Background: an optimization exercise with open tools, aiming at small area, a short achievable clock period and few clock cycles per item. Do not read the settings as production practice.
Where RTL was checked, it was by simulation tests only, not by an equivalence proof against the original.
Function not checked in run 1: the RTL went through the layout flow alone.
Power is estimated from default activity; no workload was simulated.

--- flow/config.mk ---
export PLATFORM = sky130hd
export DESIGN_NAME = flanger_sweep_state_machine
export DESIGN_NICKNAME = flanger_sweep_state_machine
export VERILOG_FILES = /design/flow/design.v
export SDC_FILE = /design/flow/constraint.sdc
export NUM_CORES = 4
export LEC_CHECK = 0
export CAP_MARGIN = 20
export CORE_MARGIN = 2
export CORE_UTILIZATION = 40
export CTS_BUF_LIST = sky130_fd_sc_hd__clkbuf_8
export CTS_CLUSTER_DIAMETER = 70
export CTS_CLUSTER_SIZE = 16
export SETUP_SLACK_MARGIN = 5
export SLEW_MARGIN = 20
--- flow/constraint.sdc ---
create_clock -name core_clock -period 8.0 [get_ports {clk}]
set_input_delay 1.6000 -clock core_clock [delete_from_list [all_inputs] [get_ports {clk}]]
set_output_delay 1.6000 -clock core_clock [all_outputs]
set_load 0.01 [all_outputs]
--- flow/design.v ---
module fx_flanger (
    input  wire        clk,
    input  wire        rst,
    input  wire        shift_en,    
    input  wire        blk_end,     
    input  wire        early,       
    input  wire [15:0] x,           
    output wire [15:0] h            
);
    localparam TAPMAX = 22;
    reg  [15:0] hist [0:TAPMAX-1];
    reg  [4:0]  tap;
    reg         dir_up;
    reg  [15:0] hsel;
    integer i;
    always @(*) begin
        hsel = 16'd0;
        for (i = 0; i < TAPMAX; i = i + 1)
            hsel = hsel | ({16{tap == i + 1}} & hist[i]);
    end
    wire fresh = (tap == TAPMAX[4:0]) && !dir_up && early;
    assign h = (tap == 5'd0) ? x : (fresh ? 16'd0 : hsel);
    always @(posedge clk) begin
        if (shift_en) begin
            hist[0] <= x;
            for (i = 1; i < TAPMAX; i = i + 1)
                hist[i] <= hist[i-1];
        end
    end
    always @(posedge clk) begin
        if (rst) begin
            tap    <= TAPMAX[4:0];
            dir_up <= 1'b0;
        end else if (blk_end) begin
            if (!dir_up) begin
                if (tap == 5'd0) begin
                    dir_up <= 1'b1;
                    tap    <= 5'd1;
                end else begin
                    tap    <= tap - 5'd1;
                end
            end else begin
                if (tap == TAPMAX[4:0]) begin
                    dir_up <= 1'b0;
                    tap    <= TAPMAX[4:0] - 5'd1;
                end else begin
                    tap    <= tap + 5'd1;
                end
            end
        end
    end
endmodule
module fx_mul (
    input  wire [15:0] A,
    input  wire [7:0]  one,
    input  wire [7:0]  two,
    input  wire [7:0]  neg,
    input  wire [4:0]  inj,
    output wire [31:0] R0,
    output wire [31:0] R1
);
    wire r0_0 = ((one[0] & A[0]) ^ neg[0]);
    wire r0_1 = (((one[0] & A[1]) | (two[0] & A[0])) ^ neg[0]);
    wire r0_2 = (((one[0] & A[2]) | (two[0] & A[1])) ^ neg[0]);
    wire r0_3 = (((one[0] & A[3]) | (two[0] & A[2])) ^ neg[0]);
    wire r0_4 = (((one[0] & A[4]) | (two[0] & A[3])) ^ neg[0]);
    wire r0_5 = (((one[0] & A[5]) | (two[0] & A[4])) ^ neg[0]);
    wire r0_6 = (((one[0] & A[6]) | (two[0] & A[5])) ^ neg[0]);
    wire r0_7 = (((one[0] & A[7]) | (two[0] & A[6])) ^ neg[0]);
    wire r0_8 = (((one[0] & A[8]) | (two[0] & A[7])) ^ neg[0]);
    wire r0_9 = (((one[0] & A[9]) | (two[0] & A[8])) ^ neg[0]);
    wire r0_10 = (((one[0] & A[10]) | (two[0] & A[9])) ^ neg[0]);
    wire r0_11 = (((one[0] & A[11]) | (two[0] & A[10])) ^ neg[0]);
    wire r0_12 = (((one[0] & A[12]) | (two[0] & A[11])) ^ neg[0]);
    wire r0_13 = (((one[0] & A[13]) | (two[0] & A[12])) ^ neg[0]);
    wire r0_14 = (((one[0] & A[14]) | (two[0] & A[13])) ^ neg[0]);
    wire r0_15 = (((one[0] & A[15]) | (two[0] & A[14])) ^ neg[0]);
    wire r0_16 = (((one[0] & A[15]) | (two[0] & A[15])) ^ neg[0]);
    wire r1_0 = ((one[1] & A[0]) ^ neg[1]);
    wire r1_1 = (((one[1] & A[1]) | (two[1] & A[0])) ^ neg[1]);
    wire r1_2 = (((one[1] & A[2]) | (two[1] & A[1])) ^ neg[1]);
    wire r1_3 = (((one[1] & A[3]) | (two[1] & A[2])) ^ neg[1]);
    wire r1_4 = (((one[1] & A[4]) | (two[1] & A[3])) ^ neg[1]);
    wire r1_5 = (((one[1] & A[5]) | (two[1] & A[4])) ^ neg[1]);
    wire r1_6 = (((one[1] & A[6]) | (two[1] & A[5])) ^ neg[1]);
    wire r1_7 = (((one[1] & A[7]) | (two[1] & A[6])) ^ neg[1]);
    wire r1_8 = (((one[1] & A[8]) | (two[1] & A[7])) ^ neg[1]);
    wire r1_9 = (((one[1] & A[9]) | (two[1] & A[8])) ^ neg[1]);
    wire r1_10 = (((one[1] & A[10]) | (two[1] & A[9])) ^ neg[1]);
    wire r1_11 = (((one[1] & A[11]) | (two[1] & A[10])) ^ neg[1]);
    wire r1_12 = (((one[1] & A[12]) | (two[1] & A[11])) ^ neg[1]);
    wire r1_13 = (((one[1] & A[13]) | (two[1] & A[12])) ^ neg[1]);
    wire r1_14 = (((one[1] & A[14]) | (two[1] & A[13])) ^ neg[1]);
    wire r1_15 = (((one[1] & A[15]) | (two[1] & A[14])) ^ neg[1]);
    wire r1_16 = (((one[1] & A[15]) | (two[1] & A[15])) ^ neg[1]);
    wire r2_0 = ((one[2] & A[0]) ^ neg[2]);
    wire r2_1 = (((one[2] & A[1]) | (two[2] & A[0])) ^ neg[2]);
    wire r2_2 = (((one[2] & A[2]) | (two[2] & A[1])) ^ neg[2]);
    wire r2_3 = (((one[2] & A[3]) | (two[2] & A[2])) ^ neg[2]);
    wire r2_4 = (((one[2] & A[4]) | (two[2] & A[3])) ^ neg[2]);
    wire r2_5 = (((one[2] & A[5]) | (two[2] & A[4])) ^ neg[2]);
    wire r2_6 = (((one[2] & A[6]) | (two[2] & A[5])) ^ neg[2]);
    wire r2_7 = (((one[2] & A[7]) | (two[2] & A[6])) ^ neg[2]);
    wire r2_8 = (((one[2] & A[8]) | (two[2] & A[7])) ^ neg[2]);
    wire r2_9 = (((one[2] & A[9]) | (two[2] & A[8])) ^ neg[2]);
    wire r2_10 = (((one[2] & A[10]) | (two[2] & A[9])) ^ neg[2]);
    wire r2_11 = (((one[2] & A[11]) | (two[2] & A[10])) ^ neg[2]);
    wire r2_12 = (((one[2] & A[12]) | (two[2] & A[11])) ^ neg[2]);
    wire r2_13 = (((one[2] & A[13]) | (two[2] & A[12])) ^ neg[2]);
    wire r2_14 = (((one[2] & A[14]) | (two[2] & A[13])) ^ neg[2]);
    wire r2_15 = (((one[2] & A[15]) | (two[2] & A[14])) ^ neg[2]);
    wire r2_16 = (((one[2] & A[15]) | (two[2] & A[15])) ^ neg[2]);
    wire r3_0 = ((one[3] & A[0]) ^ neg[3]);
    wire r3_1 = (((one[3] & A[1]) | (two[3] & A[0])) ^ neg[3]);
    wire r3_2 = (((one[3] & A[2]) | (two[3] & A[1])) ^ neg[3]);
    wire r3_3 = (((one[3] & A[3]) | (two[3] & A[2])) ^ neg[3]);
    wire r3_4 = (((one[3] & A[4]) | (two[3] & A[3])) ^ neg[3]);
    wire r3_5 = (((one[3] & A[5]) | (two[3] & A[4])) ^ neg[3]);
    wire r3_6 = (((one[3] & A[6]) | (two[3] & A[5])) ^ neg[3]);
    wire r3_7 = (((one[3] & A[7]) | (two[3] & A[6])) ^ neg[3]);
    wire r3_8 = (((one[3] & A[8]) | (two[3] & A[7])) ^ neg[3]);
    wire r3_9 = (((one[3] & A[9]) | (two[3] & A[8])) ^ neg[3]);
    wire r3_10 = (((one[3] & A[10]) | (two[3] & A[9])) ^ neg[3]);
    wire r3_11 = (((one[3] & A[11]) | (two[3] & A[10])) ^ neg[3]);
    wire r3_12 = (((one[3] & A[12]) | (two[3] & A[11])) ^ neg[3]);
    wire r3_13 = (((one[3] & A[13]) | (two[3] & A[12])) ^ neg[3]);
    wire r3_14 = (((one[3] & A[14]) | (two[3] & A[13])) ^ neg[3]);
    wire r3_15 = (((one[3] & A[15]) | (two[3] & A[14])) ^ neg[3]);
    wire r3_16 = (((one[3] & A[15]) | (two[3] & A[15])) ^ neg[3]);
    wire r4_0 = ((one[4] & A[0]) ^ neg[4]);
    wire r4_1 = (((one[4] & A[1]) | (two[4] & A[0])) ^ neg[4]);
    wire r4_2 = (((one[4] & A[2]) | (two[4] & A[1])) ^ neg[4]);
    wire r4_3 = (((one[4] & A[3]) | (two[4] & A[2])) ^ neg[4]);
    wire r4_4 = (((one[4] & A[4]) | (two[4] & A[3])) ^ neg[4]);
    wire r4_5 = (((one[4] & A[5]) | (two[4] & A[4])) ^ neg[4]);
    wire r4_6 = (((one[4] & A[6]) | (two[4] & A[5])) ^ neg[4]);
    wire r4_7 = (((one[4] & A[7]) | (two[4] & A[6])) ^ neg[4]);
    wire r4_8 = (((one[4] & A[8]) | (two[4] & A[7])) ^ neg[4]);
    wire r4_9 = (((one[4] & A[9]) | (two[4] & A[8])) ^ neg[4]);
    wire r4_10 = (((one[4] & A[10]) | (two[4] & A[9])) ^ neg[4]);
    wire r4_11 = (((one[4] & A[11]) | (two[4] & A[10])) ^ neg[4]);
    wire r4_12 = (((one[4] & A[12]) | (two[4] & A[11])) ^ neg[4]);
    wire r4_13 = (((one[4] & A[13]) | (two[4] & A[12])) ^ neg[4]);
    wire r4_14 = (((one[4] & A[14]) | (two[4] & A[13])) ^ neg[4]);
    wire r4_15 = (((one[4] & A[15]) | (two[4] & A[14])) ^ neg[4]);
    wire r4_16 = (((one[4] & A[15]) | (two[4] & A[15])) ^ neg[4]);
    wire r5_0 = ((one[5] & A[0]) ^ neg[5]);
    wire r5_1 = (((one[5] & A[1]) | (two[5] & A[0])) ^ neg[5]);
    wire r5_2 = (((one[5] & A[2]) | (two[5] & A[1])) ^ neg[5]);
    wire r5_3 = (((one[5] & A[3]) | (two[5] & A[2])) ^ neg[5]);
    wire r5_4 = (((one[5] & A[4]) | (two[5] & A[3])) ^ neg[5]);
    wire r5_5 = (((one[5] & A[5]) | (two[5] & A[4])) ^ neg[5]);
    wire r5_6 = (((one[5] & A[6]) | (two[5] & A[5])) ^ neg[5]);
    wire r5_7 = (((one[5] & A[7]) | (two[5] & A[6])) ^ neg[5]);
    wire r5_8 = (((one[5] & A[8]) | (two[5] & A[7])) ^ neg[5]);
    wire r5_9 = (((one[5] & A[9]) | (two[5] & A[8])) ^ neg[5]);
    wire r5_10 = ((((one[5] & A[10]) | (two[5] & A[9])) ^ neg[5]) | inj[0]);
    wire r5_11 = ((((one[5] & A[11]) | (two[5] & A[10])) ^ neg[5]) | inj[1]);
    wire r5_12 = ((((one[5] & A[12]) | (two[5] & A[11])) ^ neg[5]) | inj[2]);
    wire r5_13 = ((((one[5] & A[13]) | (two[5] & A[12])) ^ neg[5]) | inj[3]);
    wire r5_14 = ((((one[5] & A[14]) | (two[5] & A[13])) ^ neg[5]) | inj[4]);
    wire r5_15 = (((one[5] & A[15]) | (two[5] & A[14])) ^ neg[5]);
    wire r5_16 = (((one[5] & A[15]) | (two[5] & A[15])) ^ neg[5]);
    wire r6_0 = ((one[6] & A[0]) ^ neg[6]);
    wire r6_1 = (((one[6] & A[1]) | (two[6] & A[0])) ^ neg[6]);
    wire r6_2 = (((one[6] & A[2]) | (two[6] & A[1])) ^ neg[6]);
    wire r6_3 = (((one[6] & A[3]) | (two[6] & A[2])) ^ neg[6]);
    wire r6_4 = (((one[6] & A[4]) | (two[6] & A[3])) ^ neg[6]);
    wire r6_5 = (((one[6] & A[5]) | (two[6] & A[4])) ^ neg[6]);
    wire r6_6 = (((one[6] & A[6]) | (two[6] & A[5])) ^ neg[6]);
    wire r6_7 = (((one[6] & A[7]) | (two[6] & A[6])) ^ neg[6]);
    wire r6_8 = (((one[6] & A[8]) | (two[6] & A[7])) ^ neg[6]);
    wire r6_9 = (((one[6] & A[9]) | (two[6] & A[8])) ^ neg[6]);
    wire r6_10 = (((one[6] & A[10]) | (two[6] & A[9])) ^ neg[6]);
    wire r6_11 = (((one[6] & A[11]) | (two[6] & A[10])) ^ neg[6]);
    wire r6_12 = (((one[6] & A[12]) | (two[6] & A[11])) ^ neg[6]);
    wire r6_13 = (((one[6] & A[13]) | (two[6] & A[12])) ^ neg[6]);
    wire r6_14 = (((one[6] & A[14]) | (two[6] & A[13])) ^ neg[6]);
    wire r6_15 = (((one[6] & A[15]) | (two[6] & A[14])) ^ neg[6]);
    wire r6_16 = (((one[6] & A[15]) | (two[6] & A[15])) ^ neg[6]);
    wire r7_0 = ((one[7] & A[0]) ^ neg[7]);
    wire r7_1 = (((one[7] & A[1]) | (two[7] & A[0])) ^ neg[7]);
    wire r7_2 = (((one[7] & A[2]) | (two[7] & A[1])) ^ neg[7]);
    wire r7_3 = (((one[7] & A[3]) | (two[7] & A[2])) ^ neg[7]);
    wire r7_4 = (((one[7] & A[4]) | (two[7] & A[3])) ^ neg[7]);
    wire r7_5 = (((one[7] & A[5]) | (two[7] & A[4])) ^ neg[7]);
    wire r7_6 = (((one[7] & A[6]) | (two[7] & A[5])) ^ neg[7]);
    wire r7_7 = (((one[7] & A[7]) | (two[7] & A[6])) ^ neg[7]);
    wire r7_8 = (((one[7] & A[8]) | (two[7] & A[7])) ^ neg[7]);
    wire r7_9 = (((one[7] & A[9]) | (two[7] & A[8])) ^ neg[7]);
    wire r7_10 = (((one[7] & A[10]) | (two[7] & A[9])) ^ neg[7]);
    wire r7_11 = (((one[7] & A[11]) | (two[7] & A[10])) ^ neg[7]);
    wire r7_12 = (((one[7] & A[12]) | (two[7] & A[11])) ^ neg[7]);
    wire r7_13 = (((one[7] & A[13]) | (two[7] & A[12])) ^ neg[7]);
    wire r7_14 = (((one[7] & A[14]) | (two[7] & A[13])) ^ neg[7]);
    wire r7_15 = (((one[7] & A[15]) | (two[7] & A[14])) ^ neg[7]);
    wire r7_16 = (((one[7] & A[15]) | (two[7] & A[15])) ^ neg[7]);
    wire s1 = r0_10 ^ r1_8;
    wire c2 = r0_10 & r1_8;
    wire s3 = r0_11 ^ r1_9;
    wire c4 = r0_11 & r1_9;
    wire s5 = r0_12 ^ r1_10 ^ r2_8;
    wire c6 = (r0_12 & r1_10) | (r0_12 & r2_8) | (r1_10 & r2_8);
    wire s7 = r3_6 ^ r4_4;
    wire c8 = r3_6 & r4_4;
    wire s9 = r0_13 ^ r1_11 ^ r2_9;
    wire c10 = (r0_13 & r1_11) | (r0_13 & r2_9) | (r1_11 & r2_9);
    wire s11 = r3_7 ^ r4_5;
    wire c12 = r3_7 & r4_5;
    wire s13 = r0_14 ^ r1_12 ^ r2_10;
    wire c14 = (r0_14 & r1_12) | (r0_14 & r2_10) | (r1_12 & r2_10);
    wire s15 = r3_8 ^ r4_6 ^ r5_4;
    wire c16 = (r3_8 & r4_6) | (r3_8 & r5_4) | (r4_6 & r5_4);
    wire s17 = r6_2 ^ r7_0;
    wire c18 = r6_2 & r7_0;
    wire s19 = r0_15 ^ r1_13 ^ r2_11;
    wire c20 = (r0_15 & r1_13) | (r0_15 & r2_11) | (r1_13 & r2_11);
    wire s21 = r3_9 ^ r4_7 ^ r5_5;
    wire c22 = (r3_9 & r4_7) | (r3_9 & r5_5) | (r4_7 & r5_5);
    wire s23 = r6_3 ^ r7_1;
    wire c24 = r6_3 & r7_1;
    wire s25 = ~r0_16 ^ r1_14 ^ r2_12;
    wire c26 = (~r0_16 & r1_14) | (~r0_16 & r2_12) | (r1_14 & r2_12);
    wire s27 = r3_10 ^ r4_8 ^ r5_6;
    wire c28 = (r3_10 & r4_8) | (r3_10 & r5_6) | (r4_8 & r5_6);
    wire s29 = r6_4 ^ r7_2 ^ 1'b1;
    wire c30 = (r6_4 & r7_2) | (r6_4 & 1'b1) | (r7_2 & 1'b1);
    wire s31 = r1_15 ^ r2_13 ^ r3_11;
    wire c32 = (r1_15 & r2_13) | (r1_15 & r3_11) | (r2_13 & r3_11);
    wire s33 = r4_9 ^ r5_7 ^ r6_5;
    wire c34 = (r4_9 & r5_7) | (r4_9 & r6_5) | (r5_7 & r6_5);
    wire s35 = r7_3 ^ 1'b1;
    wire c36 = r7_3 & 1'b1;
    wire s37 = ~r1_16 ^ r2_14 ^ r3_12;
    wire c38 = (~r1_16 & r2_14) | (~r1_16 & r3_12) | (r2_14 & r3_12);
    wire s39 = r4_10 ^ r5_8 ^ r6_6;
    wire c40 = (r4_10 & r5_8) | (r4_10 & r6_6) | (r5_8 & r6_6);
    wire s41 = r2_15 ^ r3_13 ^ r4_11;
    wire c42 = (r2_15 & r3_13) | (r2_15 & r4_11) | (r3_13 & r4_11);
    wire s43 = r5_9 ^ r6_7;
    wire c44 = r5_9 & r6_7;
    wire s45 = ~r2_16 ^ r3_14 ^ r4_12;
    wire c46 = (~r2_16 & r3_14) | (~r2_16 & r4_12) | (r3_14 & r4_12);
    wire s47 = r3_15 ^ r4_13;
    wire c48 = r3_15 & r4_13;
    wire s49 = r0_6 ^ r1_4;
    wire c50 = r0_6 & r1_4;
    wire s51 = r0_7 ^ r1_5;
    wire c52 = r0_7 & r1_5;
    wire s53 = r0_8 ^ r1_6 ^ r2_4;
    wire c54 = (r0_8 & r1_6) | (r0_8 & r2_4) | (r1_6 & r2_4);
    wire s55 = r3_2 ^ r4_0;
    wire c56 = r3_2 & r4_0;
    wire s57 = r0_9 ^ r1_7 ^ r2_5;
    wire c58 = (r0_9 & r1_7) | (r0_9 & r2_5) | (r1_7 & r2_5);
    wire s59 = r3_3 ^ r4_1;
    wire c60 = r3_3 & r4_1;
    wire s61 = r2_6 ^ r3_4 ^ r4_2;
    wire c62 = (r2_6 & r3_4) | (r2_6 & r4_2) | (r3_4 & r4_2);
    wire s63 = r5_0 ^ neg[5] ^ s1;
    wire c64 = (r5_0 & neg[5]) | (r5_0 & s1) | (neg[5] & s1);
    wire s65 = r2_7 ^ r3_5 ^ r4_3;
    wire c66 = (r2_7 & r3_5) | (r2_7 & r4_3) | (r3_5 & r4_3);
    wire s67 = r5_1 ^ c2 ^ s3;
    wire c68 = (r5_1 & c2) | (r5_1 & s3) | (c2 & s3);
    wire s69 = r5_2 ^ r6_0 ^ neg[6];
    wire c70 = (r5_2 & r6_0) | (r5_2 & neg[6]) | (r6_0 & neg[6]);
    wire s71 = c4 ^ s7 ^ s5;
    wire c72 = (c4 & s7) | (c4 & s5) | (s7 & s5);
    wire s73 = r5_3 ^ r6_1 ^ c8;
    wire c74 = (r5_3 & r6_1) | (r5_3 & c8) | (r6_1 & c8);
    wire s75 = s11 ^ c6 ^ s9;
    wire c76 = (s11 & c6) | (s11 & s9) | (c6 & s9);
    wire s77 = neg[7] ^ c12 ^ s17;
    wire c78 = (neg[7] & c12) | (neg[7] & s17) | (c12 & s17);
    wire s79 = c10 ^ s13 ^ s15;
    wire c80 = (c10 & s13) | (c10 & s15) | (s13 & s15);
    wire s81 = c18 ^ s23 ^ c14;
    wire c82 = (c18 & s23) | (c18 & c14) | (s23 & c14);
    wire s83 = c16 ^ s19 ^ s21;
    wire c84 = (c16 & s19) | (c16 & s21) | (s19 & s21);
    wire s85 = c24 ^ c20 ^ c22;
    wire c86 = (c24 & c20) | (c24 & c22) | (c20 & c22);
    wire s87 = s25 ^ s27 ^ s29;
    wire c88 = (s25 & s27) | (s25 & s29) | (s27 & s29);
    wire s89 = s35 ^ c26 ^ c28;
    wire c90 = (s35 & c26) | (s35 & c28) | (c26 & c28);
    wire s91 = c30 ^ s31 ^ s33;
    wire c92 = (c30 & s31) | (c30 & s33) | (s31 & s33);
    wire s93 = r7_4 ^ c36 ^ c32;
    wire c94 = (r7_4 & c36) | (r7_4 & c32) | (c36 & c32);
    wire s95 = c34 ^ s37 ^ s39;
    wire c96 = (c34 & s37) | (c34 & s39) | (s37 & s39);
    wire s97 = r7_5 ^ 1'b1 ^ s43;
    wire c98 = (r7_5 & 1'b1) | (r7_5 & s43) | (1'b1 & s43);
    wire s99 = c38 ^ c40 ^ s41;
    wire c100 = (c38 & c40) | (c38 & s41) | (c40 & s41);
    wire s101 = r5_10 ^ r6_8 ^ r7_6;
    wire c102 = (r5_10 & r6_8) | (r5_10 & r7_6) | (r6_8 & r7_6);
    wire s103 = c44 ^ c42 ^ s45;
    wire c104 = (c44 & c42) | (c44 & s45) | (c42 & s45);
    wire s105 = r5_11 ^ r6_9 ^ r7_7;
    wire c106 = (r5_11 & r6_9) | (r5_11 & r7_7) | (r6_9 & r7_7);
    wire s107 = 1'b1 ^ s47 ^ c46;
    wire c108 = (1'b1 & s47) | (1'b1 & c46) | (s47 & c46);
    wire s109 = ~r3_16 ^ r4_14 ^ r5_12;
    wire c110 = (~r3_16 & r4_14) | (~r3_16 & r5_12) | (r4_14 & r5_12);
    wire s111 = r6_10 ^ r7_8 ^ c48;
    wire c112 = (r6_10 & r7_8) | (r6_10 & c48) | (r7_8 & c48);
    wire s113 = r4_15 ^ r5_13 ^ r6_11;
    wire c114 = (r4_15 & r5_13) | (r4_15 & r6_11) | (r5_13 & r6_11);
    wire s115 = r7_9 ^ 1'b1;
    wire c116 = r7_9 & 1'b1;
    wire s117 = ~r4_16 ^ r5_14 ^ r6_12;
    wire c118 = (~r4_16 & r5_14) | (~r4_16 & r6_12) | (r5_14 & r6_12);
    wire s119 = r5_15 ^ r6_13;
    wire c120 = r5_15 & r6_13;
    wire s121 = r0_4 ^ r1_2;
    wire c122 = r0_4 & r1_2;
    wire s123 = r0_5 ^ r1_3;
    wire c124 = r0_5 & r1_3;
    wire s125 = r2_2 ^ r3_0 ^ neg[3];
    wire c126 = (r2_2 & r3_0) | (r2_2 & neg[3]) | (r3_0 & neg[3]);
    wire s127 = r2_3 ^ r3_1 ^ c50;
    wire c128 = (r2_3 & r3_1) | (r2_3 & c50) | (r3_1 & c50);
    wire s129 = neg[4] ^ c52 ^ s55;
    wire c130 = (neg[4] & c52) | (neg[4] & s55) | (c52 & s55);
    wire s131 = c56 ^ s59 ^ c54;
    wire c132 = (c56 & s59) | (c56 & c54) | (s59 & c54);
    wire s133 = c60 ^ c58 ^ s61;
    wire c134 = (c60 & c58) | (c60 & s61) | (c58 & s61);
    wire s135 = c62 ^ s65 ^ c64;
    wire c136 = (c62 & s65) | (c62 & c64) | (s65 & c64);
    wire s137 = c66 ^ s69 ^ c68;
    wire c138 = (c66 & s69) | (c66 & c68) | (s69 & c68);
    wire s139 = c70 ^ s73 ^ c72;
    wire c140 = (c70 & s73) | (c70 & c72) | (s73 & c72);
    wire s141 = c74 ^ s77 ^ c76;
    wire c142 = (c74 & s77) | (c74 & c76) | (s77 & c76);
    wire s143 = c78 ^ s81 ^ c80;
    wire c144 = (c78 & s81) | (c78 & c80) | (s81 & c80);
    wire s145 = c82 ^ s85 ^ c84;
    wire c146 = (c82 & s85) | (c82 & c84) | (s85 & c84);
    wire s147 = c86 ^ s89 ^ c88;
    wire c148 = (c86 & s89) | (c86 & c88) | (s89 & c88);
    wire s149 = c90 ^ s93 ^ c92;
    wire c150 = (c90 & s93) | (c90 & c92) | (s93 & c92);
    wire s151 = s97 ^ c94 ^ c96;
    wire c152 = (s97 & c94) | (s97 & c96) | (c94 & c96);
    wire s153 = s101 ^ c98 ^ c100;
    wire c154 = (s101 & c98) | (s101 & c100) | (c98 & c100);
    wire s155 = c102 ^ s105 ^ s107;
    wire c156 = (c102 & s105) | (c102 & s107) | (s105 & s107);
    wire s157 = c106 ^ s109 ^ s111;
    wire c158 = (c106 & s109) | (c106 & s111) | (s109 & s111);
    wire s159 = s115 ^ c110 ^ s113;
    wire c160 = (s115 & c110) | (s115 & s113) | (c110 & s113);
    wire s161 = r7_10 ^ c116 ^ c114;
    wire c162 = (r7_10 & c116) | (r7_10 & c114) | (c116 & c114);
    wire s163 = r7_11 ^ 1'b1 ^ s119;
    wire c164 = (r7_11 & 1'b1) | (r7_11 & s119) | (1'b1 & s119);
    wire s165 = ~r5_16 ^ r6_14 ^ r7_12;
    wire c166 = (~r5_16 & r6_14) | (~r5_16 & r7_12) | (r6_14 & r7_12);
    wire s167 = r6_15 ^ r7_13;
    wire c168 = r6_15 & r7_13;
    wire s169 = r0_2 ^ r1_0;
    wire c170 = r0_2 & r1_0;
    wire s171 = r0_3 ^ r1_1;
    wire c172 = r0_3 & r1_1;
    wire s173 = r2_0 ^ neg[2] ^ s121;
    wire c174 = (r2_0 & neg[2]) | (r2_0 & s121) | (neg[2] & s121);
    wire s175 = r2_1 ^ c122 ^ s123;
    wire c176 = (r2_1 & c122) | (r2_1 & s123) | (c122 & s123);
    wire s177 = c124 ^ s49 ^ s125;
    wire c178 = (c124 & s49) | (c124 & s125) | (s49 & s125);
    wire s179 = s51 ^ c126 ^ s127;
    wire c180 = (s51 & c126) | (s51 & s127) | (c126 & s127);
    wire s181 = s53 ^ c128 ^ s129;
    wire c182 = (s53 & c128) | (s53 & s129) | (c128 & s129);
    wire s183 = s57 ^ c130 ^ s131;
    wire c184 = (s57 & c130) | (s57 & s131) | (c130 & s131);
    wire s185 = s63 ^ c132 ^ s133;
    wire c186 = (s63 & c132) | (s63 & s133) | (c132 & s133);
    wire s187 = s67 ^ c134 ^ s135;
    wire c188 = (s67 & c134) | (s67 & s135) | (c134 & s135);
    wire s189 = s71 ^ c136 ^ s137;
    wire c190 = (s71 & c136) | (s71 & s137) | (c136 & s137);
    wire s191 = s75 ^ c138 ^ s139;
    wire c192 = (s75 & c138) | (s75 & s139) | (c138 & s139);
    wire s193 = s79 ^ c140 ^ s141;
    wire c194 = (s79 & c140) | (s79 & s141) | (c140 & s141);
    wire s195 = s83 ^ c142 ^ s143;
    wire c196 = (s83 & c142) | (s83 & s143) | (c142 & s143);
    wire s197 = s87 ^ c144 ^ s145;
    wire c198 = (s87 & c144) | (s87 & s145) | (c144 & s145);
    wire s199 = s91 ^ c146 ^ s147;
    wire c200 = (s91 & c146) | (s91 & s147) | (c146 & s147);
    wire s201 = s95 ^ c148 ^ s149;
    wire c202 = (s95 & c148) | (s95 & s149) | (c148 & s149);
    wire s203 = s99 ^ c150 ^ s151;
    wire c204 = (s99 & c150) | (s99 & s151) | (c150 & s151);
    wire s205 = s103 ^ c152 ^ s153;
    wire c206 = (s103 & c152) | (s103 & s153) | (c152 & s153);
    wire s207 = c104 ^ c154 ^ s155;
    wire c208 = (c104 & c154) | (c104 & s155) | (c154 & s155);
    wire s209 = c108 ^ s157 ^ c156;
    wire c210 = (c108 & s157) | (c108 & c156) | (s157 & c156);
    wire s211 = c112 ^ s159 ^ c158;
    wire c212 = (c112 & s159) | (c112 & c158) | (s159 & c158);
    wire s213 = s117 ^ s161 ^ c160;
    wire c214 = (s117 & s161) | (s117 & c160) | (s161 & c160);
    wire s215 = c118 ^ s163 ^ c162;
    wire c216 = (c118 & s163) | (c118 & c162) | (s163 & c162);
    wire s217 = c120 ^ s165 ^ c164;
    wire c218 = (c120 & s165) | (c120 & c164) | (s165 & c164);
    wire s219 = 1'b1 ^ s167 ^ c166;
    wire c220 = (1'b1 & s167) | (1'b1 & c166) | (s167 & c166);
    wire s221 = ~r6_16 ^ r7_14 ^ c168;
    wire c222 = (~r6_16 & r7_14) | (~r6_16 & c168) | (r7_14 & c168);
    wire s223 = r7_15 ^ 1'b1;
    wire c224 = r7_15 & 1'b1;
    assign R0 = {1'b1, ~r7_16, s223, s221, s219, s217, s215, s213, s211, s209, s207, s205, s203, s201, s199, s197, s195, s193, s191, s189, s187, s185, s183, s181, s179, s177, s175, s173, s171, s169, r0_1, r0_0};
    assign R1 = {1'b0, c224, c222, c220, c218, c216, c214, c212, c210, c208, c206, c204, c202, c200, c198, c196, c194, c192, c190, c188, c186, c184, c182, c180, c178, c176, c174, c172, c170, neg[1], 1'b0, neg[0]};
endmodule
module fx_crush_prep (
    input  wire [15:0] s,
    input  wire [2:0]  depth,       
    output wire [15:0] a,           
    output wire [4:0]  inj          
);
    wire neg = s[15];
    wire [11:0] lo_any;
    assign lo_any[0] = s[0];
    genvar k;
    generate
        for (k = 1; k < 12; k = k + 1) begin : g_any
            assign lo_any[k] = lo_any[k-1] | s[k];
        end
    endgenerate
    wire up12 = s[11] & (!neg | lo_any[10]);
    wire up11 = s[10] & (!neg | lo_any[9]);
    wire up10 = s[9]  & (!neg | lo_any[8]);
    wire up9  = s[8]  & (!neg | lo_any[7]);
    wire up8  = s[7]  & (!neg | lo_any[6]);
    assign inj[4] = (depth == 3'd1) & up12;
    assign inj[3] = (depth == 3'd2) & up11;
    assign inj[2] = (depth == 3'd3) & up10;
    assign inj[1] = (depth == 3'd4) & up9;
    assign inj[0] = (depth == 3'd5) & up8;
    assign a[15:12] = s[15:12];
    assign a[11]    = s[11] & (depth > 3'd1);
    assign a[10]    = s[10] & (depth > 3'd2);
    assign a[9]     = s[9]  & (depth > 3'd3);
    assign a[8]     = s[8]  & (depth > 3'd4);
    assign a[7:0]   = 8'd0;
endmodule
module flanger_sweep_state_machine #(
    parameter N = 32,              
    parameter L = 24               
) (
    input  wire        clk,
    input  wire        rst,
    input  wire        key_valid,
    input  wire [7:0]  key_char,
    input  wire        btn,
    input  wire        in_valid,
    output wire        in_ready,
    input  wire [15:0] mic,
    input  wire [15:0] gen,
    output reg         out_valid,
    input  wire        out_ready,
    output reg  [31:0] out_data,
    output reg         out_last,
    output reg         out_ev_valid,
    output reg         out_ev_kind,    
    output reg  [7:0]  out_ev_arg,
    output wire [15:0] gen_freq
);
    localparam [2:0] MIN_DEPTH = 3'd1;
    localparam [2:0] MAX_DEPTH = 3'd5;
    localparam [1:0] M_NONE  = 2'd0;
    localparam [1:0] M_FLAN  = 2'd1;
    localparam [1:0] M_RING  = 2'd2;
    localparam [1:0] M_CRUSH = 2'd3;
    reg  [1:0] mode;
    reg        src_sel;
    reg  [2:0] depth;
    reg        key_pend;
    reg  [7:0] key_q;
    reg        btn_pend;
    localparam CW = $clog2(N);
    localparam [CW-1:0] LAST_BEAT = N - 1;
    reg  [CW-1:0] cnt;               
    reg        sk_valid;             
    wire       rdy = !sk_valid;      
    reg        in_ready_q;           
    assign in_ready = in_ready_q;
    wire acc   = in_valid && rdy;
    wire first = (cnt == 0);
    wire last  = (cnt == LAST_BEAT);
    wire k_n     = (key_q == 8'h6E);
    wire k_f     = (key_q == 8'h66);
    wire k_r     = (key_q == 8'h72);
    wire k_b     = (key_q == 8'h62);
    wire k_plus  = (key_q == 8'h2B);
    wire k_minus = (key_q == 8'h2D);
    wire k_mode  = k_n | k_f | k_r | k_b;
    wire k_unrec = !(k_mode | k_plus | k_minus);
    reg [1:0] key_mode;
    always @(*) begin
        case (1'b1)
            k_f:     key_mode = M_FLAN;
            k_r:     key_mode = M_RING;
            k_b:     key_mode = M_CRUSH;
            default: key_mode = M_NONE;
        endcase
    end
    reg [2:0] new_depth;
    always @(*) begin
        new_depth = depth;
        if (key_pend && k_plus && depth < MAX_DEPTH)
            new_depth = depth + 3'd1;
        if (key_pend && k_minus && depth > MIN_DEPTH)
            new_depth = depth - 3'd1;
    end
    wire [1:0] new_mode = (key_pend && k_mode) ? key_mode : mode;
    wire       new_src  = src_sel ^ btn_pend;
    reg  [1:0] cur_mode;
    reg        cur_src;
    reg  [2:0] cur_depth;
    wire       acc_first = acc && first;
    wire [1:0] mode_n    = acc_first ? new_mode  : mode;
    wire       src_n     = acc_first ? new_src   : src_sel;
    wire [2:0] depth_n   = acc_first ? new_depth : depth;
    wire       kp_n      = key_valid || (key_pend && !acc_first);
    wire       bp_n      = btn || (btn_pend && !acc_first);
    wire [7:0] kq_n      = key_valid ? key_char : key_q;
    wire       first_n   = acc ? last : first;
    wire n_f     = (kq_n == 8'h66);
    wire n_r     = (kq_n == 8'h72);
    wire n_b     = (kq_n == 8'h62);
    wire n_mode  = (kq_n == 8'h6E) | n_f | n_r | n_b;
    wire n_plus  = (kq_n == 8'h2B);
    wire n_minus = (kq_n == 8'h2D);
    wire [1:0] n_key_mode = n_f ? M_FLAN : n_r ? M_RING : n_b ? M_CRUSH : M_NONE;
    reg [2:0] n_new_depth;
    always @(*) begin
        n_new_depth = depth_n;
        if (kp_n && n_plus && depth_n < MAX_DEPTH)
            n_new_depth = depth_n + 3'd1;
        if (kp_n && n_minus && depth_n > MIN_DEPTH)
            n_new_depth = depth_n - 3'd1;
    end
    always @(posedge clk) begin
        if (rst) begin
            cur_mode  <= M_NONE;
            cur_src   <= 1'b0;
            cur_depth <= MIN_DEPTH;
        end else begin
            cur_mode  <= first_n ? ((kp_n && n_mode) ? n_key_mode : mode_n) : mode_n;
            cur_src   <= first_n ? (src_n ^ bp_n) : src_n;
            cur_depth <= first_n ? n_new_depth : depth_n;
        end
    end
    always @(posedge clk) begin
        if (rst) begin
            mode     <= M_NONE;
            src_sel  <= 1'b0;
            depth    <= MIN_DEPTH;
            key_pend <= 1'b0;
            btn_pend <= 1'b0;
            cnt      <= 0;
        end else begin
            if (acc)
                cnt <= last ? 0 : cnt + 1'b1;
            mode    <= mode_n;
            src_sel <= src_n;
            depth   <= depth_n;
            if (key_valid)
                key_pend <= 1'b1;
            else if (acc && first)
                key_pend <= 1'b0;
            if (btn)
                btn_pend <= 1'b1;
            else if (acc && first)
                btn_pend <= 1'b0;
        end
    end
    always @(posedge clk) begin
        if (key_valid)
            key_q <= key_char;
    end
    always @(posedge clk) begin
        if (acc && first) begin
            out_ev_valid <= key_pend && !(k_plus || k_minus);
            out_ev_kind  <= k_unrec;
            out_ev_arg   <= k_unrec ? key_q : {6'd0, key_mode};
        end
    end
    wire [15:0] s = cur_src ? gen : mic;
    wire is_flan  = (cur_mode == M_FLAN);
    wire is_ring  = (cur_mode == M_RING);
    wire is_crush = (cur_mode == M_CRUSH);
    wire [15:0] h;
    fx_flanger u_flan (
        .clk      (clk),
        .rst      (rst),
        .shift_en (acc && is_flan),
        .blk_end  (acc && last && is_flan),
        .early    (cnt < 5'd22),
        .x        (s),
        .h        (h)
    );
    localparam [7:0] F_LO = 8'd75, F_HI = 8'd175, F_D = 8'd6;
    reg  [7:0] f8;
    reg        f_up;
    wire [7:0] f_upv = f8 + F_D;
    wire [7:0] f_dnv = f8 - F_D;
    always @(posedge clk) begin
        if (rst) begin
            f8   <= F_LO;
            f_up <= 1'b1;
        end else if (acc && last && is_ring) begin
            if (f_up) begin
                if (f_upv > F_HI) begin
                    f8   <= F_HI;
                    f_up <= 1'b0;
                end else begin
                    f8   <= f_upv;
                end
            end else begin
                if (f8 < F_LO + F_D) begin
                    f8   <= F_LO;
                    f_up <= 1'b1;
                end else begin
                    f8   <= f_dnv;
                end
            end
        end
    end
    assign gen_freq = {5'd0, f8, 3'd0};
    wire [15:0] a_crush;
    wire [4:0]  inj_in;
    fx_crush_prep u_crush (.s(s), .depth(cur_depth), .a(a_crush), .inj(inj_in));
    wire [15:0] a_in = is_ring ? mic : (is_flan ? h : (is_crush ? a_crush : s));
    reg  [7:0]  one_in, two_in, neg_in;
    wire [16:0] ge = {gen, 1'b0};
    integer j;
    always @(*) begin
        for (j = 0; j < 8; j = j + 1) begin
            if (is_ring) begin
                one_in[j] = ge[2*j+1] ^ ge[2*j];
                two_in[j] = (ge[2*j+2] & ~ge[2*j+1] & ~ge[2*j]) |
                            (~ge[2*j+2] & ge[2*j+1] & ge[2*j]);
                neg_in[j] = ge[2*j+2] & ~(ge[2*j+1] & ge[2*j]);
            end else begin
                one_in[j] = (j == 6);
                two_in[j] = (j == 5) && is_flan;
                neg_in[j] = (j == 5) && is_flan;
            end
        end
    end
    reg        v1, l1;
    reg [4:0]  inj1;
    reg [15:0] a1;
    reg [7:0]  one1, two1, neg1;
    always @(posedge clk) begin
        if (rst)
            v1 <= 1'b0;
        else if (rdy)
            v1 <= in_valid;
        if (rdy) begin
            l1   <= last;
            inj1 <= is_crush ? inj_in : 5'd0;
            a1   <= a_in;
            one1 <= one_in;
            two1 <= two_in;
            neg1 <= neg_in;
        end
    end
    wire [31:0] ps, pc;
    fx_mul u_mul (
        .A(a1), .one(one1), .two(two1), .neg(neg1), .inj(inj1),
        .R0(ps), .R1(pc)
    );
    reg        v2, l2;
    reg [31:0] s2, k2;
    always @(posedge clk) begin
        if (rst)
            v2 <= 1'b0;
        else if (rdy)
            v2 <= v1;
        if (rdy) begin
            l2 <= l1;
            s2 <= ps;
            k2 <= pc;
        end
    end
    wire [31:0] y = s2 + k2;
    reg [31:0] sk_data;
    reg        sk_last;
    always @(posedge clk) begin
        if (rst) begin
            out_valid  <= 1'b0;
            sk_valid   <= 1'b0;
            in_ready_q <= 1'b1;
        end else if (!out_valid || out_ready) begin
            out_valid  <= sk_valid || v2;
            sk_valid   <= 1'b0;
            in_ready_q <= 1'b1;
        end else if (v2 && !sk_valid) begin
            sk_valid   <= 1'b1;
            in_ready_q <= 1'b0;
        end
    end
    always @(posedge clk) begin
        if (!out_valid || out_ready) begin
            out_data <= sk_valid ? sk_data : y;
            out_last <= sk_valid ? sk_last : l2;
        end
        if (!sk_valid) begin
            sk_data <= y;
            sk_last <= l2;
        end
    end
endmodule
--- flow/flow/run.sh ---
#!/bin/bash
# The standard layout with two changes:
# - the adders are left to ABC: without ADDER_MAP_FILE, synthesis does not
#   turn three-input XOR/majority pairs into full-adder cells, so the
#   multiplier's compressor tree is mapped as plain gates;
# - every port gets a buf_2 as its buffer (the standard flow's choice is a
#   slow delay buffer).
set -euo pipefail
bash standard.sh ADDER_MAP_FILE= "BUFFER_PORTS_ARGS=-buffer_cell sky130_fd_sc_hd__buf_2" finish > make_finish.log 2>&1
--- flow/standard.sh ---
#!/bin/bash
# synth_recipe.tcl (not shown) runs the flow's synth.tcl, then flattens the netlist and writes it again
# the make line also repeats each setting of config.mk as NAME=value (left out here)
make -C /OpenROAD-flow-scripts/flow DESIGN_CONFIG=/design/flow/config.mk WORK_HOME=/design/flow/orfs CLKGATE_MAP_FILE= SYNTH_SCRIPT=/design/flow/synth_recipe.tcl "${@:-finish}"
==> results of run 1 <==
==> cell families after synthesis <==
family	synth area share
AOI/OAI and AO/OA	0.1444
xor gates and xnor gates	0.1211
adders and majority gates	0.02311
buffers and inverters	0.02639
DFF	0.5844
muxes	0.01576
other	0.0001312
and+or+nand+nor	0.08465
==> critical path, delay by kind of cell <==
family          cells  cell delay, ns
compound gates      2            0.33
buf+inv             2            0.25
mux                 1            0.29
simple gates        5            1.45
==> metal layers <==
layer,GRT usage,up-vias,wire length (um)
met5,0,-,34
met3,0.04228,162,7132
met4,0.06362,6,2155
met1,0.2820,9925,32220
met2,0.3152,908,34970
li1,-,9198,-
==> registers in the layout, summed over array words and instances, names as in the netlist, 5 cells and up <==
name         flops
a1              16
one1             8
sk_data         32
two1             8
key_q            8
s2              31
out_ev_arg       8
out_data        32
u_flan.tap       5
u_flan.hist    352
f8               8
cnt              5
k2              30
inj1             5
neg1             8
==> power breakdown <==
| group | switching [mW] | total, mW | internal [mW] |
|---|---|---|---|
| registers | 0.110 | 3.58 | 3.47 |
| logic | 0.469 | 0.874 | 0.405 |
| clock network | 1.02 | 1.59 | 0.569 |
==> path summary, 6_finish.rpt <==
check	start	endpoint	slack [ns]
worst max-delay path	key_valid	cur_depth[1]$_SDFF_PP0_	4.64
worst min register to register	u_flan.hist[6][15]$_DFFE_PP_	u_flan.hist[7][15]$_DFFE_PP_	0.43
worst max register to register	k2[4]$_DFFE_PN_	out_data[24]$_DFFE_PP_	4.96
worst min-delay path	u_flan.hist[6][15]$_DFFE_PP_	u_flan.hist[7][15]$_DFFE_PP_	0.43
==> layout by cell type (no fill, tap or decap), drive strengths merged, types with 7 or more instances in the layout <==
cell type / count
o21a: 13
a221oi: 30
nand2b: 21
a31oi: 15
dfxtp: 80
inv: 60
clkinv: 7
clkbuf: 47
buf: 278
and2: 19
nand3: 45
mux2i: 15
mux2: 26
nor2: 159
nand4: 19
a211oi: 8
nand2: 135
or3: 10
nor2b: 17
xnor2: 310
and3: 17
edfxtp: 503
xor2: 80
a21oi: 75
nor4: 9
or2: 10
diode: 7
nor3: 26
maj3: 66
a22o: 29
conb: 8
o21ai: 96
a22oi: 248
==> through the flow <==
step                hold slack, ns  instance area (sq um)  power (mW)  setup slack (ns)
global route                0.4278                  32490       6.306             4.569
global placement            0.4083                  30050       4.411             3.657
detailed placement          0.4045                  30050       4.432             3.522
CTS                         0.4106                  31950       6.071             4.659
floorplan                   0.4003                  28690       4.210            0.7523
finish                      0.4342                  32500       6.051             4.644
==> timing repair <==
item | 4_1_cts | 5_1_grt
hold buffers | 0 | 0
gates resized for setup | 44 | 49
cloned | 0 | 1
pin swaps | 13 | 23
setup buffers | 110 | 35
endpoints found under the setup margin | 324 | 306
==> area by class of cell <==
class	count	share of cell area
Antenna cell	7	0.0005390
Clock inverter	30	0.005736
Sequential cell	583	0.5144
Timing Repair Buffer	278	0.06372
Inverter	38	0.004620
Multi-Input combinational cell	1602	0.3545
Tap cell	950	0.03657
Clock buffer	47	0.01990
==> impl_summary.txt, run 1 <==
----------------------------------------------------
[Yosys]
  Mean instance size in the synthesized netlist ... 12.10 sq um
  Count of flip-flops with a built-in enable after synthesis ... 503
  Cell type with the largest total area after synthesis ... sky130_fd_sc_hd__edfxtp_1
  Unique cell type count in the Yosys netlist ... 85
  Sequential share of the synthesized area ... 0.5844
  Fraction of synthesized cell area taken by the top area cell type ... 0.5284
  Syn Std Cell Area ... 28,580 sq um
  Leading cell type by number of instances after synthesis ... sky130_fd_sc_hd__edfxtp_1
  Count of warnings emitted by yosys ... 3
  Post-synthesis async set-or-reset flop share ... 0
  Number of instances in the synthesized netlist ... 2,363
  Dominant synthesized flop cell ... sky130_fd_sc_hd__edfxtp_1
  Biggest area contributors in the synthesized netlist ... sky130_fd_sc_hd__edfxtp_1 53%, sky130_fd_sc_hd__xnor2_1 9.5%, sky130_fd_sc_hd__a22oi_1 6.5%, sky130_fd_sc_hd__dfxtp_1 5.6%, sky130_fd_sc_hd__xor2_1 2.5%
  Synth cell count leaders ... 503 x sky130_fd_sc_hd__edfxtp_1, 310 x sky130_fd_sc_hd__xnor2_1, 248 x sky130_fd_sc_hd__a22oi_1
  Number of register bits inferred by synthesis ... 583

[STA]
  Minimum period implied by the final worst setup slack ... 3.356 ns
  Final cycle utilization of the critical path ... 0.4195
  Setup repair after global routing missed its margin ... yes
  Final number of setup-violating endpoints ... 0
  Max Slew Vio Count ... 0
  Number of hold violations in the final report ... 0
  Slew at the pin closest to its max-slew limit ... 1.065 ns
  TNS Setup ... 0 ns
  Worst clock skew ... 0.07422 ns
  Highest achievable clock rate ... 297.9 MHz
  Slew Limit Headroom ... 0.2851

[Place]
  Final GP Congestion ... 0.8667
  Number of I/O port buffers ... 98
  Total half-perimeter wirelength after legalization and detailed placement ... 48.52 mm
  Number of placed cells counting well taps ... 3,305

[Floorplanning]
  Starting density of the core ... 0.4019
  Top-level port count ... 107
  Die boundary height ... 271.3 um
  Core Box Area ... 71,120 sq um
  Width of the die ... 271.3 um
  DIE AREA ... 73,620 sq um
  Site Rows ... 98

[Critical path]
  Endpoint arrival time on the critical path ... 3.95 ns
  FF-to-FF path depth ... 11
  Slowest Stage Delay on Critical Path ... 0.53 ns
  Type of the setup path with the least slack ... in2reg
  Master of the slowest instance on the critical path ... sky130_fd_sc_hd__or4_4
  Crit path cell chain ... buf_12, mux2_4, or4_1, or4_4, buf_6, nor4_4, nand3_1, a21oi_2, nor2_1, a311oi_2
  Startpoint Class ... input port
  Required @ worst endpoint ... 8.59 ns
  Worst setup EP type ... register
  Worst-path fanout max ... 5

[Routing]
  Remaining routing DRC violations ... 0
  Vias per cell ... 5.714
  Detailed Route Iter0 Violations ... 2,161
  Iteration count of the initial detailed-routing pass ... 6
  Total number of vias ... 20.20k
  Wirelength, routed ... 76.51 mm
  Antenna Nets Post-Route ... 0
  Mean routed wirelength per cell ... 21.64 um

[GRT]
  Global-route usage over all layers ... 0.2019
  Total overflow reported by the global router ... 0
  Largest net degree at the start of global routing ... 119
  Number of global-route vias before repair ... 19.10k
  Antenna violations before repair ... 13
  Global-route wire length before repair ... 115.6 mm

[Final layout]
  P&R area growth vs syn ... 13.70%
  Finished Layout Cells ... 3,535
  Area of combinational cells with multiple inputs ... 11,520 sq um
  Fillers ... 6,487
  Seq. cell area ... 16,720 sq um
  Final core utilization ... 0.4570
  Share of cells above drive strength 1 ... 0.1784
  NumNets Final ... 2,594

[CTS]
  CTS buffer count ... 45
  TritonCTS clock tree ... built
  Clock-pin slew on the worst setup and hold paths ... 0.11 ns
  Root buffer cell ... sky130_fd_sc_hd__clkbuf_8
  Number of H-tree levels ... 2
  Number of clock sinks ... 583
  Max Root-Sink Buffers ... 3
  Clock latency of the later-clocked register in the worst-skew pair ... 0.73 ns

[Outcome]
  Result of the run ... complete, no violations

[Power]
  Pwr dens ... 186.2 nW/um^2
  Static leakage ... 11.05 nW
  Maximum vdd drop ... 157.3 uV

[Worst hold path]
  Hold crit path type ... reg2reg
  Number of cells on the worst hold path ... 0

[Flow run]
  Max-cap violation count ... 0

----------------------------------------------------
==> run 2: changes to the inputs <==
--- a/flow/design.v
+++ b/flow/design.v
@@ -499,21 +499,14 @@
     wire first = (cnt == 0);
     wire last  = (cnt == LAST_BEAT);
-    wire k_n     = (key_q == 8'h6E);
-    wire k_f     = (key_q == 8'h66);
-    wire k_r     = (key_q == 8'h72);
-    wire k_b     = (key_q == 8'h62);
-    wire k_plus  = (key_q == 8'h2B);
-    wire k_minus = (key_q == 8'h2D);
-    wire k_mode  = k_n | k_f | k_r | k_b;
-    wire k_unrec = !(k_mode | k_plus | k_minus);
-    reg [1:0] key_mode;
-    always @(*) begin
-        case (1'b1)
-            k_f:     key_mode = M_FLAN;
-            k_r:     key_mode = M_RING;
-            k_b:     key_mode = M_CRUSH;
-            default: key_mode = M_NONE;
-        endcase
-    end
+    wire c_f     = (key_char == 8'h66);
+    wire c_r     = (key_char == 8'h72);
+    wire c_b     = (key_char == 8'h62);
+    wire c_mode  = (key_char == 8'h6E) | c_f | c_r | c_b;
+    wire c_plus  = (key_char == 8'h2B);
+    wire c_minus = (key_char == 8'h2D);
+    wire [1:0] c_key_mode = c_f ? M_FLAN : c_r ? M_RING : c_b ? M_CRUSH : M_NONE;
+    reg        k_mode, k_plus, k_minus;
+    reg  [1:0] key_mode;
+    wire       k_unrec = !(k_mode | k_plus | k_minus);
     reg [2:0] new_depth;
     always @(*) begin
@@ -528,37 +521,20 @@
     reg  [1:0] cur_mode;
     reg        cur_src;
-    reg  [2:0] cur_depth;
+    wire [2:0] cur_depth = first ? new_depth : depth;
     wire       acc_first = acc && first;
     wire [1:0] mode_n    = acc_first ? new_mode  : mode;
     wire       src_n     = acc_first ? new_src   : src_sel;
     wire [2:0] depth_n   = acc_first ? new_depth : depth;
-    wire       kp_n      = key_valid || (key_pend && !acc_first);
-    wire       bp_n      = btn || (btn_pend && !acc_first);
-    wire [7:0] kq_n      = key_valid ? key_char : key_q;
     wire       first_n   = acc ? last : first;
-    wire n_f     = (kq_n == 8'h66);
-    wire n_r     = (kq_n == 8'h72);
-    wire n_b     = (kq_n == 8'h62);
-    wire n_mode  = (kq_n == 8'h6E) | n_f | n_r | n_b;
-    wire n_plus  = (kq_n == 8'h2B);
-    wire n_minus = (kq_n == 8'h2D);
-    wire [1:0] n_key_mode = n_f ? M_FLAN : n_r ? M_RING : n_b ? M_CRUSH : M_NONE;
-    reg [2:0] n_new_depth;
-    always @(*) begin
-        n_new_depth = depth_n;
-        if (kp_n && n_plus && depth_n < MAX_DEPTH)
-            n_new_depth = depth_n + 3'd1;
-        if (kp_n && n_minus && depth_n > MIN_DEPTH)
-            n_new_depth = depth_n - 3'd1;
-    end
+    wire       kmode_n   = key_valid ? c_mode : (key_pend && !acc_first && k_mode);
+    wire [1:0] kmd_n     = key_valid ? c_key_mode : key_mode;
+    wire       bp_n      = btn || (btn_pend && !acc_first);
     always @(posedge clk) begin
         if (rst) begin
-            cur_mode  <= M_NONE;
-            cur_src   <= 1'b0;
-            cur_depth <= MIN_DEPTH;
+            cur_mode <= M_NONE;
+            cur_src  <= 1'b0;
         end else begin
-            cur_mode  <= first_n ? ((kp_n && n_mode) ? n_key_mode : mode_n) : mode_n;
-            cur_src   <= first_n ? (src_n ^ bp_n) : src_n;
-            cur_depth <= first_n ? n_new_depth : depth_n;
+            cur_mode <= (first_n && kmode_n) ? kmd_n : mode_n;
+            cur_src  <= first_n ? (src_n ^ bp_n) : src_n;
         end
     end
@@ -588,6 +564,11 @@
     end
     always @(posedge clk) begin
-        if (key_valid)
-            key_q <= key_char;
+        if (key_valid) begin
+            key_q    <= key_char;
+            k_mode   <= c_mode;
+            k_plus   <= c_plus;
+            k_minus  <= c_minus;
+            key_mode <= c_key_mode;
+        end
     end
     always @(posedge clk) begin
==> flow/run.sh (new file) <==
#!/bin/bash
# synth_recipe.tcl (not shown) runs the flow's synth.tcl, then flattens the netlist and writes it again
# the make line also repeats each setting of config.mk as NAME=value (left out here)
make -C /OpenROAD-flow-scripts/flow DESIGN_CONFIG=/design/flow/config.mk WORK_HOME=/design/flow/orfs CLKGATE_MAP_FILE= SYNTH_SCRIPT=/design/flow/synth_recipe.tcl finish
--- a/flow/config.mk
+++ b/flow/config.mk
@@ -12,4 +12,4 @@
 export CTS_CLUSTER_DIAMETER = 70
 export CTS_CLUSTER_SIZE = 16
-export SETUP_SLACK_MARGIN = 5
+export SETUP_SLACK_MARGIN = 4.8
 export SLEW_MARGIN = 20
removed: flow/flow/run.sh
removed: flow/standard.sh
==> run 2 against run 1 <==
Compared with the run above:
- still clean
- die area decreased by 1.1%
- cell count decreased by 7.0%
- first-iteration DRC count increased by 4.4%
- flip-flop and latch count increased by 2
- critical path depth unchanged
- via count decreased by 6.6%
- non-clock buffer count decreased by 28
- register-to-register slack got worse by 0.24 ns
- setup slack improved by 0.076 ns
==> impl_summary.txt, run 2 <==
----------------------------------------------------
[Outcome]
  Result of the run ... complete, no violations

[Critical path]
  Worst-path fanout max ... 5
  Endpoint of the lowest-slack register-to-register path ... s2[15]$_DFFE_PN_
  Worst setup EP type ... register
  FF-to-FF path depth ... 10
  R2r startpoint ... one1[1]$_SDFFCE_PN0N_
  Startpoint Class ... register
  Worst R2R Setup Slack ... 4.72 ns
  Required @ worst endpoint ... 8.44 ns
  Type of the setup path with the least slack ... reg2reg
  Endpoint arrival time on the critical path ... 3.72 ns

[Routing]
  Antenna Nets Post-Route ... 0
  Vias per cell ... 5.736
  Remaining routing DRC violations ... 0
  Wirelength, routed ... 73.36 mm
  Iteration count of the initial detailed-routing pass ... 9
  Mean routed wirelength per cell ... 22.31 um
  Detailed Route Iter0 Violations ... 2,257
  Total number of vias ... 18.86k

[Power]
  Internal Pwr Total ... 4.358 mW
  Switching part of the total ... 0.2628
  Maximum vdd drop ... 113.7 uV
  Share of power burned in combinational logic ... 0.118
  Fraction of power consumed by sequential logic ... 0.592
  Static leakage ... 11.83 nW
  Share of total power in the clock network ... 0.290
  Sw Pwr ... 1.553 mW
  Pwr dens ... 181.6 nW/um^2
  Total Power Consumption ... 5.911 mW

[CTS]
  Root buffer cell ... sky130_fd_sc_hd__clkbuf_8
  Clock latency of the later-clocked register in the worst-skew pair ... 0.75 ns
  CTS buffer count ... 48
  Number of buffers inserted by hold repair at cts ... 0
  TritonCTS clock tree ... built
  Number of H-tree levels ... 2
  Max Root-Sink Buffers ... 3
  Number of clock sinks ... 585
  Clock-pin slew on the worst setup and hold paths ... 0.11 ns

[Floorplanning]
  Die boundary height ... 269.8 um
  Top-level port count ... 107
  Site Rows ... 97
  Width of the die ... 269.8 um
  Core Box Area ... 70,030 sq um
  Starting density of the core ... 0.4034
  DIE AREA ... 72,770 sq um

[STA]
  Minimum period implied by the final worst setup slack ... 3.280 ns
  Slew Limit Headroom ... 0.2050
  Worst clock skew ... 0.08638 ns
  Worst hold slack ... 0.4010 ns
  Number of hold violations in the final report ... 0
  Highest achievable clock rate ... 304.9 MHz
  Final cycle utilization of the critical path ... 0.4100
  Max Slew Vio Count ... 0
  Final number of setup-violating endpoints ... 0
  Slew at the pin closest to its max-slew limit ... 1.193 ns
  Setup repair after global routing missed its margin ... yes

[Final layout]
  Most frequent cells in the layout ... 514 x sky130_fd_sc_hd__edfxtp_1, 227 x sky130_fd_sc_hd__a22oi_1, 135 x sky130_fd_sc_hd__inv_1
  Number of flip-flops under the largest register name ... 352
  Share of cells above drive strength 1 ... 0.1470
  Seq. cell area ... 16,870 sq um
  P&R area growth vs syn ... 15.23%
  NumNets Final ... 2,510
  Final core utilization ... 0.4649
  Post-route cell area ... 32,550 sq um
  Area of combinational cells with multiple inputs ... 10,700 sq um
  Biggest register ... u_flan.hist
  Most common cell after layout, fill and taps aside ... sky130_fd_sc_hd__edfxtp_1
  Regs by FF count ... u_flan.hist (352), out_data (32), sk_data (32)
  Fillers ... 6,259

[Worst hold path]
  Hold crit path type ... reg2reg
  Number of cells on the worst hold path ... 0
  Hold Path Origin ... u_flan.hist[2][10]$_DFFE_PP_
  Hold Crit Endpoint ... u_flan.hist[3][10]$_DFFE_PP_

[Yosys]
  Number of register bits inferred by synthesis ... 585
  Synthesized-area fraction occupied by ao, oa, aoi and oai cells ... 0.1345
  Post-synthesis async set-or-reset flop share ... 0
  Largest family of logic cells by synthesized area ... compound AO/OA/AOI/OAI gates
  Fraction of synthesized cell area taken by the top area cell type ... 0.5463
  Cell type with the largest total area after synthesis ... sky130_fd_sc_hd__edfxtp_1
  Number of instances in the synthesized netlist ... 2,153
  Dominant synthesized flop cell ... sky130_fd_sc_hd__edfxtp_1
  Count of warnings emitted by yosys ... 3
  Syn Std Cell Area ... 28,250 sq um
  XOR/XNOR Fraction of Synth Area ... 0.05208
  Count of flip-flops with a built-in enable after synthesis ... 514
  Mux cell area share after synthesis ... 0.01466
  Mean instance size in the synthesized netlist ... 13.12 sq um
  Leading cell type by number of instances after synthesis ... sky130_fd_sc_hd__edfxtp_1
  Synth cell count leaders ... 514 x sky130_fd_sc_hd__edfxtp_1, 244 x sky130_fd_sc_hd__a22oi_1, 131 x sky130_fd_sc_hd__clkbuf_1
  Biggest area contributors in the synthesized netlist ... sky130_fd_sc_hd__edfxtp_1 55%, sky130_fd_sc_hd__a22oi_1 6.5%, sky130_fd_sc_hd__fa_1 5.8%, sky130_fd_sc_hd__dfxtp_1 5.0%, sky130_fd_sc_hd__xnor2_1 3.5%
  Simple-gate portion of the synthesized area ... 0.07276
  Sequential share of the synthesized area ... 0.5966
  Adder-cell share of the synthesized area ... 0.09132
  Unique cell type count in the Yosys netlist ... 73

[Place]
  Total placed instance area ... 30,140 sq um
  Final GP Congestion ... 0.8491
  Number of I/O port buffers ... 98
  Total half-perimeter wirelength after legalization and detailed placement ... 47.47 mm

[Flow run]
  Max-cap violation count ... 0

[GRT]
  Number of global-route vias before repair ... 18.51k
  Largest net degree at the start of global routing ... 202
  Global-route wire length before repair ... 111.4 mm
  Global-route usage over all layers ... 0.1955
  Total overflow reported by the global router ... 0
  Antenna violations before repair ... 4

----------------------------------------------------
run 2: worst max-delay path by stage:
stage,from,endpoint,slack (ns),cells after the start
2_1_floorplan,in_valid,u_flan.tap[3]$_SDFFE_PP0P_,-0.44,5
3_3_place_gp,in_valid,u_flan.hist[14][6]$_DFFE_PP_,3.45,5
3_5_place_dp,in_valid,u_flan.hist[17][6]$_DFFE_PP_,3.35,5
4_1_cts,one1[1]$_SDFFCE_PN0N_,s2[18]$_DFFE_PN_,4.71,10
5_1_grt,one1[1]$_SDFFCE_PN0N_,s2[15]$_DFFE_PN_,4.62,10
6_report,one1[1]$_SDFFCE_PN0N_,s2[15]$_DFFE_PN_,4.72,10
run 2: cell type report:
| type | count | area share |
|---|---|---|
| diodes | 1 | 0.00007687 |
| clock buffers | 48 | 0.02029 |
| clock inverters | 42 | 0.008763 |
| inverters | 121 | 0.01426 |
| multi-input cells | 1301 | 0.3287 |
| flip-flops and latches | 585 | 0.5182 |
| well taps | 940 | 0.03613 |
| repair buffers | 250 | 0.07360 |
run 2: what timing repair did:
action,4_1_cts,5_1_grt
setup endpoints to repair,178,121
gates resized for setup,81,58
pin swaps,7,33
buffers inserted,112,9
run 2: power by group through the flow:
| stage | clock [mW] | combinational, mW | sequential, mW |
|---|---|---|---|
| after floorplan | 0 | 0.373 | 3.58 |
| after global placement | 0 | 0.594 | 3.63 |
| after detailed placement | 0 | 0.604 | 3.63 |
| after CTS | 1.76 | 0.685 | 3.50 |
| after global routing | 1.88 | 0.774 | 3.52 |
| final | 1.71 | 0.699 | 3.50 |
run 2: layer usage:
layer	track usage	up-vias	wire length [um]
li1	-	8390	-
met1	0.2750	9466	31820
met2	0.3096	879	33270
met3	0.04186	122	6785
met4	0.04722	4	1462
met5	0	-	26
run 2: through the flow:
stage	setup slack, ns	TNS [ns]	std cells
finish	4.720	0	3288
global route	4.623	0	3288
CTS	4.706	0	3277
detailed placement	3.353	0	3075
global placement	3.453	0	3075
floorplan	-0.4355	-1.747	2160
run 2: logic make-up after synthesis:
logic type	count (synthesis)
DFF	585
AOI/OAI and AO/OA	535
and+or+nand+nor	395
buffers and inverters	274
xor gates and xnor gates	168
adders and majority gates	157
muxes	38
other	1
run 2: worst max-delay path, cell delays in order (launching register included):
cell                       delay (ns)
sky130_fd_sc_hd__edfxtp_1        0.54
sky130_fd_sc_hd__buf_6           0.19
sky130_fd_sc_hd__a22oi_2         0.16
sky130_fd_sc_hd__xor2_1          0.12
sky130_fd_sc_hd__fa_1            0.52
sky130_fd_sc_hd__inv_1           0.06
sky130_fd_sc_hd__fa_1            0.41
sky130_fd_sc_hd__inv_2           0.07
sky130_fd_sc_hd__fa_1            0.40
sky130_fd_sc_hd__inv_1           0.08
sky130_fd_sc_hd__fa_1            0.41
Testbench counts of run 2, summed over its fixed seeds: cycles 16,408, items 16,384.

-- re-timing with driven ports --
How much do the figures lean on ideal ports? The routed layouts below were timed once more, with nothing changed but the port constraints.
Step 1 (the two cells are an assumption about what drives the block):
set clk [get_ports {clk}]
set_driving_cell -lib_cell sky130_fd_sc_hd__clkbuf_16 $clk
set_driving_cell -lib_cell sky130_fd_sc_hd__buf_2 [delete_from_list [all_inputs] $clk]
Step 2, shift: input delay + t, output delay - t, t = (earliest + latest rising clock arrival at the registers) / 2. This alone moves slack from input paths to output paths.
Slacks: ideal ports / drivers / drivers and shift; pairs: ideal ports / drivers.
run	t, ns	slack for setup (ns)	worst setup path at the end
run 1	0.756	4.644 / 4.649 / 3.893	input to register
run 2	0.766	4.720 / 4.720 / 4.092	input to register
After both steps setup and hold are still met in every run listed. For run 1, which loses most, drivers alone change the setup slack by +0.005 ns; drivers and shift together by -0.751 ns.
